Context: an optimization exercise on an open-source flow, tuned for small area and few clock cycles. The choices shown serve that exercise and are no tape-out recipe.
Function was checked by simulation only, so behaviour that the tests miss may differ from the original.
Power figures rest on the tool's default switching activity, not on a simulated workload.

// hdlc_rx32
module hdlc_rx32 (
    input  wire        clk,
    input  wire        rst,
    input  wire        rx_valid,
    output wire        rx_ready,
    input  wire [31:0] rx_data,
    input  wire  [2:0] rx_len,
    input  wire        rx_clear,
    output wire        pl_valid,
    input  wire        pl_ready,
    output wire [31:0] pl_data,
    output wire  [2:0] pl_len,
    output wire        pl_end,
    output wire        pl_crc_ok,
    output wire        pl_abort
);
Size in the first run: about 350 cells after synthesis, roughly 80 I/O pins, ~3000 um2 of cells after synthesis.
clock: 5.5 ns
lec_check: 0
cap_margin: 0
core_margin: 2
core_utilization: 40
gpl_timing_driven: 0
slew_margin: 0
standard.sh (not shown) runs the stock make flow with config.mk's settings and CLKGATE_MAP_FILE= SYNTH_SCRIPT=/design/flow/synth_recipe.tcl, a recipe that flattens the netlist after the stock synthesis.
==> flow/flow/run.sh <==
#!/bin/bash
# Layout flow: the standard flow (standard.sh, ORFS synth to finish) with
# two changes:
#  - ABC maps the logic with flow/abc_area.script (structural choices, then
#    delay mapping with area recovery) in place of ORFS's speed script,
#    which upsizes every gate; synthesis is otherwise unchanged, so the
#    registers are the standard synthesis's;
#  - the port buffers are buf_1 cells instead of the default buffer cell.
# Each step's full log stays in orfs/logs/; make's own output goes to
# flow_make.log in the work folder.
set -euo pipefail
W=$PWD
rm -rf "$W/scripts_local"
cp -r "$FLOW_HOME/scripts" "$W/scripts_local"
cp "$W/flow/abc_area.script" "$W/scripts_local/abc_speed.script"
bash "$W/standard.sh" SCRIPTS_DIR="$W/scripts_local" \
    BUFFER_PORTS_ARGS="-buffer_cell sky130_fd_sc_hd__buf_1" finish \
    > "$W/flow_make.log" 2>&1
==> flow/flow/abc_area.script <==
&get -n
&st
&dch
&nf -R 1000
&put
topo
Testbench counts at the start, summed over its fixed seeds: cycles 49,670.
Next try:
- CAP_MARGIN: 0 -> 20
- CORE_UTILIZATION: 40 -> 55
- GPL_TIMING_DRIVEN: 0 -> unset
- PLACE_DENSITY: unset -> 0.8
- SLEW_MARGIN: 0 -> 20
Effect: The new run went through all stages and came out clean; total power hardly moves; cell count decreases by 5.1%; register-to-register slack gets better by 0.29 ns; count of clock-buffer cells in the layout is unchanged; clock power is about the same; sequential power is about the same; hold slack gets worse by 0.010 ns; non-clock buffer count increases by 4; utilization increases by 18 points; setup slack gets better by 0.19 ns.
Next try:
- CORE_UTILIZATION: 55 -> 40
- CTS_CLUSTER_DIAMETER: unset -> 200
- CTS_CLUSTER_SIZE: unset -> 50
- PLACE_DENSITY: 0.8 -> unset
Worst setup slack loses 0.040 ns.
Total power is lower by 12%.
Final cell count is higher by 6.1%.
Sequential power hardly moves.
Final area is higher by 0.61%.
Global-route usage is lower by 8.6 points.
Core utilization is lower by 20 points.
Flip-flop and latch count is unchanged.
Wire length barely changes.
Clock power is lower by 33%.
Via count is lower by 4.3%.
Next try:
- CAP_MARGIN: 20 -> 0
- CTS_CLUSTER_DIAMETER: 200 -> unset
- CTS_CLUSTER_SIZE: 50 -> unset
- SLEW_MARGIN: 20 -> 0
- synthesized cell count does not change
- final cell count stays the same
- global-route usage does not change
- hold slack does not change
- utilization stays the same
- area after synthesis does not change

== build 32 ==
The RTL this note starts from:
==> flow/design.v <==
module crc16_x25_byte (
    input  wire [15:0] crc_in,
    input  wire [7:0]  data,
    output reg  [15:0] crc_out
);
    integer i;
    reg [15:0] c;
    always @(*) begin
        c = crc_in ^ {8'h00, data};
        for (i = 0; i < 8; i = i + 1) begin
            if (c[0])
                c = (c >> 1) ^ 16'h8408;
            else
                c = c >> 1;
        end
        crc_out = c;
    end
endmodule
module hdlc_rx32 (
    input  wire        clk,
    input  wire        rst,
    input  wire        rx_valid,
    output wire        rx_ready,
    input  wire [31:0] rx_data,
    input  wire  [2:0] rx_len,
    input  wire        rx_clear,
    output wire        pl_valid,
    input  wire        pl_ready,
    output wire [31:0] pl_data,
    output wire  [2:0] pl_len,
    output wire        pl_end,
    output wire        pl_crc_ok,
    output wire        pl_abort
);
    localparam [7:0]  FLAG = 8'h7E;
    localparam [7:0]  ESC  = 8'h7D;
    localparam [15:0] RESIDUE = 16'hF0B8;
    reg        open_r;      
    reg        esc_r;       
    reg  [1:0] hc_r;        
    reg  [7:0] h0_r;        
    reg  [7:0] h1_r;        
    reg [15:0] crc_r;       
    reg        half_r;      
    wire        ne_r = (hc_r != 2'd0) || esc_r;
    wire [15:0] b = half_r ? rx_data[31:16] : rx_data[15:0];
    wire [7:0]  b0 = b[7:0];
    wire [7:0]  b1 = b[15:8];
    wire        in0 = 1'b1;                                   
    wire        in1 = half_r ? rx_len[2] : (rx_len[2] | rx_len[1]);
    wire        more = !half_r && (rx_len[2] | (&rx_len[1:0]));   
    wire f0 = in0 && (b0 == FLAG);
    wire f1 = in1 && (b1 == FLAG);
    wire x0 = (b0 == ESC);
    wire x1 = (b1 == ESC);
    wire end0  = f0 && open_r && ne_r;
    wire bd0   = !f0 && open_r;                   
    wire i0    = bd0 && !esc_r && x0;             
    wire v0    = bd0 && !i0;                      
    wire [7:0] u0 = b0 ^ {2'b00, esc_r, 5'b00000};
    wire o1    = f0 || open_r;                    
    wire n1    = !f0 && (ne_r || bd0);            
    wire e1    = i0;                              
    wire end1  = f1 && o1 && n1;
    wire bd1   = in1 && !f1 && o1;
    wire i1    = bd1 && !e1 && x1;
    wire v1    = bd1 && !i1;
    wire [7:0] u1 = b1 ^ {2'b00, e1, 5'b00000};
    wire has_end = end0 || end1;
    wire hin  = !f0 || end0;                      
    wire [1:0] hce = hin ? hc_r : 2'd0;
    wire       v1n = v1 && !end0;
    reg  [2:0] nemit;
    reg        tge2;
    always @(*) begin
        case ({hce, v0, v1n})
            4'b00_00:                     begin tge2 = 1'b0; nemit = 3'd0; end
            4'b00_01, 4'b00_10, 4'b01_00: begin tge2 = 1'b0; nemit = has_end ? 3'd1 : 3'd0; end
            4'b00_11, 4'b01_01, 4'b01_10, 4'b10_00: begin tge2 = 1'b1; nemit = 3'd0; end
            4'b01_11, 4'b10_01, 4'b10_10: begin tge2 = 1'b1; nemit = 3'd1; end
            4'b10_11:                     begin tge2 = 1'b1; nemit = 3'd2; end
            default:                      begin tge2 = 1'b1; nemit = 3'd0; end
        endcase
    end
    wire [7:0] slot0 = (hce == 2'd2) ? h0_r : (hce == 2'd1) ? h1_r : u0;
    assign pl_data = {b, h1_r, slot0};
    wire [15:0] cs0, cs1;
    wire [15:0] ca0 = crc_r;
    crc16_x25_byte u_s0 (.crc_in(ca0), .data(u0), .crc_out(cs0));
    wire [15:0] ca1 = f0 ? 16'hFFFF : (v0 ? cs0 : ca0);
    crc16_x25_byte u_s1 (.crc_in(ca1), .data(u1), .crc_out(cs1));
    wire [15:0] ca2 = f1 ? 16'hFFFF : (v1 ? cs1 : ca1);
    wire esc_at_end = end0 ? esc_r : e1;
    wire crc_good = ((end0 ? ca0 : ca1) == RESIDUE) && !esc_at_end && tge2;
    wire ev = rx_clear ? (open_r && ne_r) : (has_end || nemit != 3'd0);
    assign pl_valid  = rx_valid && ev;
    assign pl_len    = rx_clear ? 3'd0 : nemit;
    assign pl_end    = rx_clear || has_end;
    assign pl_crc_ok = !rx_clear && crc_good;
    assign pl_abort  = rx_clear;
    wire go = rx_valid && pl_ready;
    assign rx_ready = pl_ready && (rx_clear || !more);
    wire o2 = f1 || o1;
    wire e2 = f1 ? 1'b0 : (bd1 ? i1 : e1);
    wire [2:0] kb = f1 ? 3'd0 :
                    f0 ? {2'b00, v1} :
                    {1'b0, hc_r} + {2'b00, v0} + {2'b00, v1};
    always @(posedge clk) begin
        if (rst) begin
            open_r <= 1'b0;
            hc_r   <= 2'd0;
            half_r <= 1'b0;
        end else if (go) begin
            if (rx_clear) begin
                open_r <= 1'b0;
                half_r <= 1'b0;
            end else begin
                open_r <= o2;
                esc_r  <= e2;
                hc_r   <= (kb >= 3'd2) ? 2'd2 : kb[1:0];
                crc_r  <= ca2;
                if (v1) begin
                    h0_r <= v0 ? u0 : h1_r;
                    h1_r <= u1;
                end else if (v0) begin
                    h0_r <= h1_r;
                    h1_r <= u0;
                end
                half_r <= more;
            end
        end
    end
endmodule
Settings: LEC_CHECK=0, CAP_MARGIN=20, CORE_MARGIN=2, CORE_UTILIZATION=40, CTS_BUF_LIST=sky130_fd_sc_hd__clkbuf_4 sky130_fd_sc_hd__clkbuf_8, SLEW_MARGIN=20; clock period 5.5 ns.
Scripts as last shown in full above: flow/flow/run.sh, flow/flow/abc_area.script
Build 32 closes out successfully: all stages finished, all timing, DRC and antenna checks passed.
Testbench counts of build 32, summed over its fixed seeds: cycles 49,670.
#### Input delta (build 79 over build 32)
==> flow/flow/abc_area.script <==
&get -n
&st
&dch
&nf
&st
&syn2
&if -g -K 6
&synch2
&nf
&st
&syn2
&if -g -K 6
&synch2
&nf
&st
&syn2
&if -g -K 6
&synch2
&nf
&st
&syn2
&if -g -K 6
&synch2
&nf
&st
&syn2
&if -g -K 6
&synch2
&nf
&put
buffer -c
topo
stime -c
dnsize -c
diff --git a/flow/config.mk b/flow/config.mk
--- a/flow/config.mk
+++ b/flow/config.mk
@@ -11 +10,0 @@
-export CTS_BUF_LIST = sky130_fd_sc_hd__clkbuf_4 sky130_fd_sc_hd__clkbuf_8
## What came out
- Looking at the reports, build 79 completed the entire flow and the layout it produced met the timing, design-rule and antenna checks.
- When build 79 is measured against build 32, its clock network power share turns out 10 points higher.
- Net count of the mapped netlist: build 79 > build 32
- From build 32 to build 79 the numbers moved as follows: final instance area climbed about 11%; part of the cycle the worst path needs rose 0.38 points; overall routed net length went up by 17%.
- Build 79 reports a higher fraction of final layout cells sized beyond drive strength 1 than build 32 does.
- [build 79] share of the yosys chip area belonging to registers fell 4.5 points relative to build 32
- Worst setup slack (build 79 over build 32): decrease, 0.021 ns
The following lists how build 65 was set up differently from build 79:
diff --git a/flow/flow/run.sh b/flow/flow/run.sh
--- a/flow/flow/run.sh
+++ b/flow/flow/run.sh
@@ -17 +17,2 @@
-    BUFFER_PORTS_ARGS="-buffer_cell sky130_fd_sc_hd__buf_1" finish \
+    BUFFER_PORTS_ARGS="-buffer_cell sky130_fd_sc_hd__buf_1" \
+    CTS_ARGS="-sink_clustering_enable -repair_clock_nets -sink_clustering_size 40 -sink_clustering_max_diameter 300" finish \
==> flow/flow/abc_area.script <==
&get -n
&st
&dch
&nf -R 1000
&put
topo
### Flow results
Of build 65 and build 79, the higher all-layer global routing usage belongs to build 79.
Build 65 has power consumption below what build 79 had.
From build 79 to build 65 the numbers moved as follows: first-pass GRT wire length saw a decrease, final design utilization saw an increase, final period demand of the worst path saw a decrease.
The final reports for build 65 and build 79 show total number of vias lower in the former.
[compare] base=build 79 new=build 65: power in combinational cells shows a reduction of about 5%; area after synthesis shows a reduction of 410 um2.
Modified inputs, build 33 compared to build 65
diff --git a/flow/flow/run.sh b/flow/flow/run.sh
--- a/flow/flow/run.sh
+++ b/flow/flow/run.sh
@@ -17,2 +17 @@
-    BUFFER_PORTS_ARGS="-buffer_cell sky130_fd_sc_hd__buf_1" \
-    CTS_ARGS="-sink_clustering_enable -repair_clock_nets -sink_clustering_size 40 -sink_clustering_max_diameter 300" finish \
+    BUFFER_PORTS_ARGS="-buffer_cell sky130_fd_sc_hd__buf_1" finish \
==> flow/flow/abc_area.script <==
&get -n
&st
&dch
&nf -R 1000
&put
buffer -c
topo
stime -c
dnsize -c
==> results.txt <==
[build 33] synthesized area rose about 2.3% relative to build 65
Number of buffers outside the clock class in the layout (higher): build 65
Between build 65 and build 33, the flow reports global placer's final weighted congestion decreasing by a few percent.
Going from build 65 to build 33, power density over the cells grew by a little under 10%.
Fmax: build 33 above build 65
sky130_fd_sc_hd__mux2i_1 as the slowest library cell on the worst path was reported by build 65, and sky130_fd_sc_hd__or3_1 by build 33.
diff inputs: build 33 => build 83
==> flow/flow/abc_area.script <==
&get -n
&st
&dch
&nf -R 1000
&put
topo
### Flow results
- Route | build 83 vs build 33 | wire shorter in build 83
- Compared with build 33, in build 83 non-filler instance count after layout higher, number of instances in the placed design roughly the same, fraction of the mapped netlist area in adder cells roughly the same.
- Overall overflow remaining after global route came out exactly the same in build 83 and build 33.
- Cmp build 83 and build 33 / cell area after technology mapping / higher: build 33
- Comparing build 83 and build 33, the lower final period utilization was measured on build 33.
- Between build 33 and build 83, the flow reports height of the die decreasing slightly.
- From build 33 to build 83 the numbers moved as follows: post-synthesis average cell area went up by about 2.7%, fraction of area in registers about even, cell area held.

==> re-timing with driven ports <==
How much do the figures lean on ideal ports? The routed layouts below were timed once more, with nothing changed but the port constraints. Step 1, drivers: a clkbuf_16 drives clk and a buf_2 each remaining input, both assumed. Step 2 adds t to the input delays and takes it off the output delays; t is the mean of the earliest and latest rising clock arrival at the registers after step 1. Input paths then give back, and output paths get back, about the clock's delay inside the block. Three values: ideal, step 1, step 2; two values: the first two.
run | t, ns | slack for setup (ns) | worst slew at a driven data input, ns | cell pins on the clock port's net
the first run of note 1 | 0.321 | 0.094 / 0.072 / 0.033 | 0.03 | 1
the second run of note 1 | 0.326 | 0.282 / 0.256 / 0.256 | 0.04 | 1
the third run of note 1 | 0.325 | 0.242 / 0.221 / 0.221 | 0.04 | 1
the fourth run of note 1 | 0.325 | 0.242 / 0.221 / 0.221 | 0.04 | 1
build 32 | 0.317 | 0.296 / 0.276 / 0.276 | 0.03 | 1
build 79 | 0.328 | 0.274 / 0.249 / 0.249 | 0.05 | 1
build 65 | 0.317 | 0.296 / 0.276 / 0.276 | 0.03 | 1
build 33 | 0.327 | 0.366 / 0.338 / 0.338 | 0.04 | 1
build 83 | 0.317 | 0.296 / 0.276 / 0.276 | 0.03 | 1
After both steps every run listed still meets setup and hold. For the first run of note 1, which loses most, drivers alone change the setup slack by -0.022 ns; drivers and shift together by -0.061 ns.
